What follows belongs to an exercise in optimizing a design on an open flow for small area; a production flow would make more cautious choices. The RTL was checked by simulation tests, not by an equivalence proof against the original design. No activity file was given, so power comes from the tool's default toggle rates.

<file path="design.v">
module pc_crc16_step (
  input  wire [15:0] crc_in,
  input  wire [7:0]  data,
  output wire [15:0] crc_out
);
  reg [15:0] c;
  integer i;
  always @* begin
    c = crc_in ^ {data, 8'h00};
    for (i = 0; i < 8; i = i + 1) begin
      if (c[15])
        c = {c[14:0], 1'b0} ^ 16'h1021;
      else
        c = {c[14:0], 1'b0};
    end
  end
  assign crc_out = c;
endmodule
module pc_crc16_frame #(
  parameter [15:0] CRC_INIT = 16'hFFFF
) (
  input  wire [7:0]  b0,
  input  wire [7:0]  b1,
  input  wire [7:0]  b2,
  input  wire [7:0]  b3,
  input  wire [7:0]  b4,
  output wire [15:0] crc
);
  wire [15:0] c1, c2, c3, c4;
  pc_crc16_step u_s0 (.crc_in(CRC_INIT), .data(b0), .crc_out(c1));
  pc_crc16_step u_s1 (.crc_in(c1),       .data(b1), .crc_out(c2));
  pc_crc16_step u_s2 (.crc_in(c2),       .data(b2), .crc_out(c3));
  pc_crc16_step u_s3 (.crc_in(c3),       .data(b3), .crc_out(c4));
  pc_crc16_step u_s4 (.crc_in(c4),       .data(b4), .crc_out(crc));
endmodule
module pitchcomm_engine (
  input  wire        clk,
  input  wire        rst,         
  input  wire        bus_valid,
  input  wire        bus_write,
  input  wire [7:0]  bus_addr,
  input  wire [3:0]  bus_be,
  input  wire [31:0] bus_wdata,
  output reg  [31:0] bus_rdata,
  output reg         bus_fault
);
  localparam [7:0]  MAGIC        = 8'hCC;
  localparam [7:0]  VERSION      = 8'h01;
  localparam [15:0] CRC_INIT     = 16'hFFFF;
  localparam [31:0] DEDUP_WINDOW = 32'd500;
  localparam [3:0]  FRAME_LEN    = 4'd7;
  localparam        VARIANT_B    = 1'b1;
  localparam        MODE_WINDOW  = 1'b1;
  localparam [31:0] CONFIG_VAL = {8'h00, VERSION, MAGIC, FRAME_LEN, 2'b00,
                                  MODE_WINDOW, VARIANT_B};
  localparam [3:0] R_OK          = 4'h0;
  localparam [3:0] R_BAD_LENGTH  = 4'h1;
  localparam [3:0] R_BAD_MAGIC   = 4'h2;
  localparam [3:0] R_VERSION     = 4'h3;
  localparam [3:0] R_CHECKSUM    = 4'h4;
  localparam [3:0] R_DUPLICATE   = 4'h5;
  localparam [3:0] R_ILLEGAL     = 4'hF;
  reg [15:0] ck_acc;
  reg [7:0]  txseq;
  reg [7:0]  txbuf [0:7];
  reg [7:0]  rxbuf [0:7];
  reg [31:0] rxlen;
  reg [7:0]  rx_cmd, rx_code, rx_seq;
  reg [31:0] now;
  reg [7:0]  last_seq, last_cmd;
  reg [31:0] last_time;
  reg        valid;
  reg [3:0]  result;
  reg        err;
  wire [5:0] widx = bus_addr[7:2];
  reg mapped, writable, readable;
  always @* begin
    mapped   = 1'b0;
    writable = 1'b0;
    readable = 1'b0;
    if (widx <= 6'd11) begin             
      mapped   = 1'b1;
      writable = (widx == 6'd0) || (widx == 6'd8) || (widx == 6'd9);
      readable = (widx != 6'd0);
    end else if (widx >= 6'd16 && widx <= 6'd23) begin   
      mapped   = 1'b1;
      readable = 1'b1;
    end else if (widx >= 6'd24 && widx <= 6'd31) begin   
      mapped   = 1'b1;
      writable = 1'b1;
      readable = 1'b1;
    end
  end
  wire access_bad = (bus_be != 4'b1111) || (bus_addr[1:0] != 2'b00) || !mapped ||
                    (bus_write ? !writable : !readable);
  wire fault_now  = bus_valid && access_bad;
  wire wr_ok      = bus_valid && bus_write && !access_bad;
  always @* bus_fault = fault_now;
  always @* begin
    bus_rdata = 32'h0;
    case (widx)
      6'd1:  bus_rdata = {23'h0, err, 4'h0, result};
      6'd2:  bus_rdata = CONFIG_VAL;
      6'd3:  bus_rdata = DEDUP_WINDOW;
      6'd4:  bus_rdata = {16'h0, CRC_INIT};
      6'd5:  bus_rdata = {16'h0, ck_acc};
      6'd6:  bus_rdata = {24'h0, txseq};
      6'd7:  bus_rdata = {8'h0, rx_cmd, rx_code, rx_seq};
      6'd8:  bus_rdata = now;
      6'd9:  bus_rdata = rxlen;
      6'd10: bus_rdata = {15'h0, valid, last_cmd, last_seq};
      6'd11: bus_rdata = last_time;
      6'd16, 6'd17, 6'd18, 6'd19, 6'd20, 6'd21, 6'd22, 6'd23:
             bus_rdata = {24'h0, txbuf[widx[2:0]]};
      6'd24, 6'd25, 6'd26, 6'd27, 6'd28, 6'd29, 6'd30, 6'd31:
             bus_rdata = {24'h0, rxbuf[widx[2:0]]};
      default: bus_rdata = 32'h0;
    endcase
  end
  wire [31:0] cw = bus_wdata;
  wire [7:0]  op_a = cw[23:16];
  wire [7:0]  op_b = cw[15:8];
  wire [7:0]  op_c = cw[7:0];
  wire is_nop      = (cw == 32'h00000000);
  wire is_ck_init  = (cw == 32'h01000000);
  wire is_ck_upd   = ((cw & 32'hFFFFFF00) == 32'h02000000);
  wire is_enc_next = ((cw & 32'hFF0000FF) == 32'h10000000);
  wire is_enc_seq  = ((cw & 32'hFF000000) == 32'h11000000);
  wire is_seq_load = ((cw & 32'hFFFFFF00) == 32'h12000000);
  wire is_decode   = (cw == 32'h20000000);
  wire is_admit    = ((cw & 32'hFF00FF00) == 32'h30000000);
  wire is_legal    = is_nop | is_ck_init | is_ck_upd | is_enc_next | is_enc_seq |
                     is_seq_load | is_decode | is_admit;
  wire cmd_wr = wr_ok && (widx == 6'd0);
  wire [15:0] ck_next;
  pc_crc16_step u_ck_step (.crc_in(ck_acc), .data(op_c), .crc_out(ck_next));
  wire [7:0]  txseq_inc = txseq + 8'd1;
  wire [7:0]  enc_seq   = is_enc_next ? txseq_inc : op_c;
  wire [15:0] enc_crc;
  pc_crc16_frame #(.CRC_INIT(CRC_INIT)) u_enc_crc (
    .b0(MAGIC), .b1(VERSION), .b2(op_a), .b3(op_b), .b4(enc_seq), .crc(enc_crc)
  );
  wire [15:0] dec_crc;
  pc_crc16_frame #(.CRC_INIT(CRC_INIT)) u_dec_crc (
    .b0(rxbuf[0]), .b1(rxbuf[1]), .b2(rxbuf[2]), .b3(rxbuf[3]), .b4(rxbuf[4]),
    .crc(dec_crc)
  );
  reg [3:0] dec_result;
  always @* begin
    if (rxlen != {28'h0, FRAME_LEN})
      dec_result = R_BAD_LENGTH;
    else if (rxbuf[0] != MAGIC)
      dec_result = R_BAD_MAGIC;
    else if (rxbuf[1] != VERSION)
      dec_result = R_VERSION;
    else if (dec_crc != {rxbuf[5], rxbuf[6]})
      dec_result = R_CHECKSUM;
    else
      dec_result = R_OK;
  end
  wire [31:0] elapsed = now - last_time;
  wire        is_dup  = valid && (op_c == last_seq) && (op_a == last_cmd) &&
                        (!MODE_WINDOW || (elapsed < DEDUP_WINDOW));
  integer i;
  always @(posedge clk) begin
    if (rst) begin
      ck_acc    <= CRC_INIT;
      txseq     <= 8'h00;
      for (i = 0; i < 8; i = i + 1) begin
        txbuf[i] <= 8'h00;
        rxbuf[i] <= 8'h00;
      end
      rxlen     <= 32'h0;
      rx_cmd    <= 8'h00;
      rx_code   <= 8'h00;
      rx_seq    <= 8'h00;
      now       <= 32'h0;
      last_seq  <= 8'h00;
      last_cmd  <= 8'h00;
      last_time <= 32'h0;
      valid     <= 1'b0;
      result    <= R_OK;
      err       <= 1'b0;
    end else begin
      if (fault_now)
        err <= 1'b1;
      if (wr_ok) begin
        if (widx == 6'd8)
          now <= bus_wdata;
        if (widx == 6'd9)
          rxlen <= bus_wdata;
        if (widx[5:3] == 3'b011)
          rxbuf[widx[2:0]] <= bus_wdata[7:0];
      end
      if (cmd_wr) begin
        if (!is_legal) begin
          result <= R_ILLEGAL;
          err    <= 1'b1;
        end else begin
          result <= R_OK;
          if (is_ck_init)
            ck_acc <= CRC_INIT;
          if (is_ck_upd)
            ck_acc <= ck_next;
          if (is_seq_load)
            txseq <= op_c;
          if (is_enc_next)
            txseq <= txseq_inc;
          if (is_enc_next || is_enc_seq) begin
            txbuf[0] <= MAGIC;
            txbuf[1] <= VERSION;
            txbuf[2] <= op_a;
            txbuf[3] <= op_b;
            txbuf[4] <= enc_seq;
            txbuf[5] <= enc_crc[15:8];
            txbuf[6] <= enc_crc[7:0];
            txbuf[7] <= 8'h00;
          end
          if (is_decode) begin
            result <= dec_result;
            if (dec_result == R_OK) begin
              rx_cmd  <= rxbuf[2];
              rx_code <= rxbuf[3];
              rx_seq  <= rxbuf[4];
            end
          end
          if (is_admit) begin
            if (is_dup) begin
              result <= R_DUPLICATE;
            end else begin
              last_seq  <= op_c;
              last_cmd  <= op_a;
              last_time <= now;
              valid     <= 1'b1;
            end
          end
        end
      end
    end
  end
endmodule
</file>
<file path="run.sh">
#!/bin/bash
# synth_recipe.tcl (not shown) runs the flow's synth.tcl, then flattens the netlist and writes it again
# the make line also repeats each setting of config.mk as NAME=value (left out here)
make -C /OpenROAD-flow-scripts/flow DESIGN_CONFIG=/design/flow/config.mk WORK_HOME=/design/flow/orfs CLKGATE_MAP_FILE= SYNTH_SCRIPT=/design/flow/synth_recipe.tcl finish
</file>
<file path="config.mk">
export PLATFORM = sky130hd
export DESIGN_NAME = pitchcomm_engine
export DESIGN_NICKNAME = pitchcomm_engine
export VERILOG_FILES = /design/flow/design.v
export SDC_FILE = /design/flow/constraint.sdc
export NUM_CORES = 4
export LEC_CHECK = 0
export CAP_MARGIN = 20
export CORE_MARGIN = 2
export CORE_UTILIZATION = 40
export SLEW_MARGIN = 20
</file>
<file path="constraint.sdc">
create_clock -name core_clock -period 8.0 [get_ports {clk}]
set_input_delay 1.6000 -clock core_clock [delete_from_list [all_inputs] [get_ports {clk}]]
set_output_delay 1.6000 -clock core_clock [all_outputs]
set_load 0.01 [all_outputs]
</file>
==> flow_metrics.env <==
export IMPL_die_area_um2=43400
export IMPL_synthCells=1900
export IMPL_syn_to_final_growth_pct=12.9
export IMPL_routedWlPerCell_um=23.6
export IMPL_cts_buffers=29
export IMPL_worstMarginPinSlew_ns=1.13
export IMPL_ys_flop_type="dfxtp_1"
export IMPL_grt_setup_unrepaired="no"
export IMPL_dr_pass1_iters=5
export IMPL_syn_area_um2=16700
export IMPL_fmax_ghz=0.151
export IMPL_fp_row_count=74
export IMPL_drc=0
export IMPL_cp_end_kind="primary output"
export IMPL_critPathRequiredTime_ns=6.40
export IMPL_routabilityCongestion=0.971
export IMPL_skew_ns=0.0282
export IMPL_clk_pin_slew_worst_paths_ns=0.06
export IMPL_critPathArrivalTime_ns=5.03
export IMPL_finish_utilization_pct=45.9
export IMPL_postCtsSetupBuffers=0
export IMPL_ios=81
export IMPL_p_leak_nw=7.09
export IMPL_synth_avg_cell_area_um2=8.78
export IMPL_first_global_vias=13900
export IMPL_grt_max_degree=103
export IMPL_synth_edf_count=64
export IMPL_synthArstFlopShare_pct=0
export IMPL_track_usage_pct=26.2
export IMPL_cts_root_buffer="clkbuf_16"
export IMPL_path_class="input port to primary output"
export IMPL_antenna_cells=0
export IMPL_vias=14500
export IMPL_fin_tns_setup_ns=0
export IMPL_clock_sinks=271
export IMPL_critPathMaxFanout=25
export IMPL_cts_repair_resized=0
export IMPL_outcome="no timing/DRC/antenna violations"
export IMPL_clockBufferDepth=3
export IMPL_ys_seq_elements=271
export IMPL_fp_dieW_um=208
export IMPL_final_nets=1989
export IMPL_postCtsHoldBufs=0
export IMPL_core_area_um2=41000
export IMPL_cts_htree_levels=1
export IMPL_via_per_inst=5.87
export IMPL_clk_latency_ns=0.59
export IMPL_ir_drop_v=0.000173
export IMPL_layout_common_cells="nand2_1 (256), dfxtp_1 (207), nor2_1 (171), a21oi_1 (155), xnor2_1 (128)"
export IMPL_wl_mm=58.1
export IMPL_crit_path_start_kind="input port"
export IMPL_die_h_um=208
export IMPL_min_period_over_period_pct=82.9
export IMPL_ys_seq_area_share_pct=36.3
export IMPL_dr_first_iter_drc_count=1706
export IMPL_antenna_found_initial=0
export IMPL_slew_headroom_pct=24.2
export IMPL_grt_pass1_wl_mm=87.2
export IMPL_portBuffers=80
export IMPL_initial_core_util_pct=40.7
export IMPL_hold_viol_final=0
export IMPL_dp_hpwl_mm=42.6
export IMPL_p_per_area_nw_per_um2=199
export IMPL_final_common_cell="nand2_1"
export IMPL_drive_above_1_share_pct=6.58
export IMPL_setup_viol=0
export IMPL_ant_nets=0
export IMPL_syn_nets=1979
export IMPL_ys_types=75
export IMPL_hold_path_class="register to register"
export IMPL_grt_overflow=0
export IMPL_layout_min_cycle_time_ns=6.63
export IMPL_power_total_w=0.00375
export IMPL_yosys_warnings=4
export IMPL_cts_tree="done"
export IMPL_slew_violations=0
export IMPL_cap_violations=0
## synthesized netlist by cell type, drive strengths merged (7+ instances only)
cell type  number  area share, %
a211oi          9           0.40
a21o           23            1.0
a21oi         155            4.6
a221oi          7           0.37
a22oi          34            1.5
a31oi           7           0.26
and2           70            2.6
and3           15           0.56
buf            18           0.61
clkbuf        111            2.5
dfxtp         207             25
edfxtp         64             12
ha             31            2.3
inv            49            1.1
mux2i         112            6.7
mux4           16            2.2
nand2         256            5.8
nand2b         22           0.82
nand3          31            1.0
nand3b          9           0.40
nand4          15           0.56
nor2          172            3.9
nor2b           9           0.34
nor3           17           0.54
nor4           27            1.0
o211ai          7           0.34
o21a            9           0.40
o21ai          54            1.6
o22ai          23           0.86
or2            12           0.45
or3             8           0.30
xnor2         131            7.0
xnor3          23            3.1
xor2           65            3.5
## stage by stage
step / instance area, µm² / setup slack, ns / std cells / hold WS (ns)
6_report: 18800 / 1.37 / 2463 / 0.454
3_3_place_gp: 17900 / 1.48 / 2410 / 0.438
2_1_floorplan: 16700 / 2.67 / 1900 / 0.428
3_5_place_dp: 17900 / 1.53 / 2411 / 0.444
5_1_grt: 18800 / 1.33 / 2463 / 0.467
4_1_cts: 18800 / 1.50 / 2463 / 0.452
## final cells by class
cell class	count	area, µm²
fill	3981	22200
multi-input combinational	1451	9960
sequential	271	6070
timing repair buffer	108	1000
clock buffer	41	855
tap	532	666
inverter	49	184
clock inverter	11	113
## path summary, 6_finish.rpt
kind | from | to | slack (ns) | depth (start not counted)
max reg2reg | last_time[3] | last_cmd[1] | 2.79 | 14
min reg2reg | txbuf[5][4] | txbuf[5][4] | 0.45 | 2
min | txbuf[5][4] | txbuf[5][4] | 0.45 | 2
max | bus_addr[4] | bus_rdata[7] | 1.37 | 10
## sequential cells by signal (all words and copies together) (netlist names)
signal / count
result: 4
rx_code: 8
valid: 1
rxlen: 32
rx_seq: 8
err: 1
now: 32
ck_acc: 16
last_cmd: 8
last_time: 32
rxbuf: 64
txbuf: 41
rx_cmd: 8
txseq: 8
last_seq: 8
## routing by layer
| metal | global-route usage, % | part of all wire (%) | up-vias |
|---|---|---|---|
| li1 | - | - | 6674 |
| met1 | 37.1 | 44 | 6932 |
| met2 | 41.3 | 44 | 720 |
| met3 | 3.06 | 8.2 | 125 |
| met4 | 9.20 | 3.6 | 0 |
| met5 | 0 | 0 | - |
## power by group
| group | switching (W) | internal (W) | leakage, nW |
|---|---|---|---|
| registers | 0.0000267 | 0.00142 | 2.27 |
| clock network | 0.000583 | 0.000804 | 0.489 |
| logic | 0.000464 | 0.000459 | 4.33 |
## cell families after synthesis
family                   synth area share (%)
AND/OR/NAND/NOR                          18.9
XOR/XNOR                                 14.3
buffers and inverters                    4.21
adder cells (fa/ha/maj)                  2.32
multiplexers                             9.21
AO/OA/AOI/OAI                            14.7
flip-flops                               36.3
## critical path, stage by stage
cell,delay [ns]
clkdlybuf4s50_1,0.75
buf_4,0.42
nand2b_1,0.30
a21oi_1,0.07
o21ai_0,0.36
o221ai_1,0.29
a221o_1,0.37
a21oi_1,0.17
o21ai_0,0.15
clkdlybuf4s50_1,0.53

==> re-timing with driven ports <==
How much do the figures lean on ideal ports? The routed layout below was timed once more, with nothing changed but the port constraints. Step 1 sets driving cells, clkbuf_16 on the clock port and buf_2 on the other inputs (assumed; they add their load-dependent delay and slew). Step 2 also shifts input and output timing later by t, the mid clock arrival at the registers, as if the neighbouring blocks saw the same clock. a / b / c = ideal / step 1 / step 2; a / b = the first two.
t, ns: 0.633
setup slack, ns: 1.368 / 1.346 / 1.346
worst setup path at the end: input to output
worst slew at a driven data input, ns: 0.05
After both steps setup and hold are still met in this run. For this run, drivers alone change the setup slack by -0.022 ns; drivers and shift together by -0.022 ns.
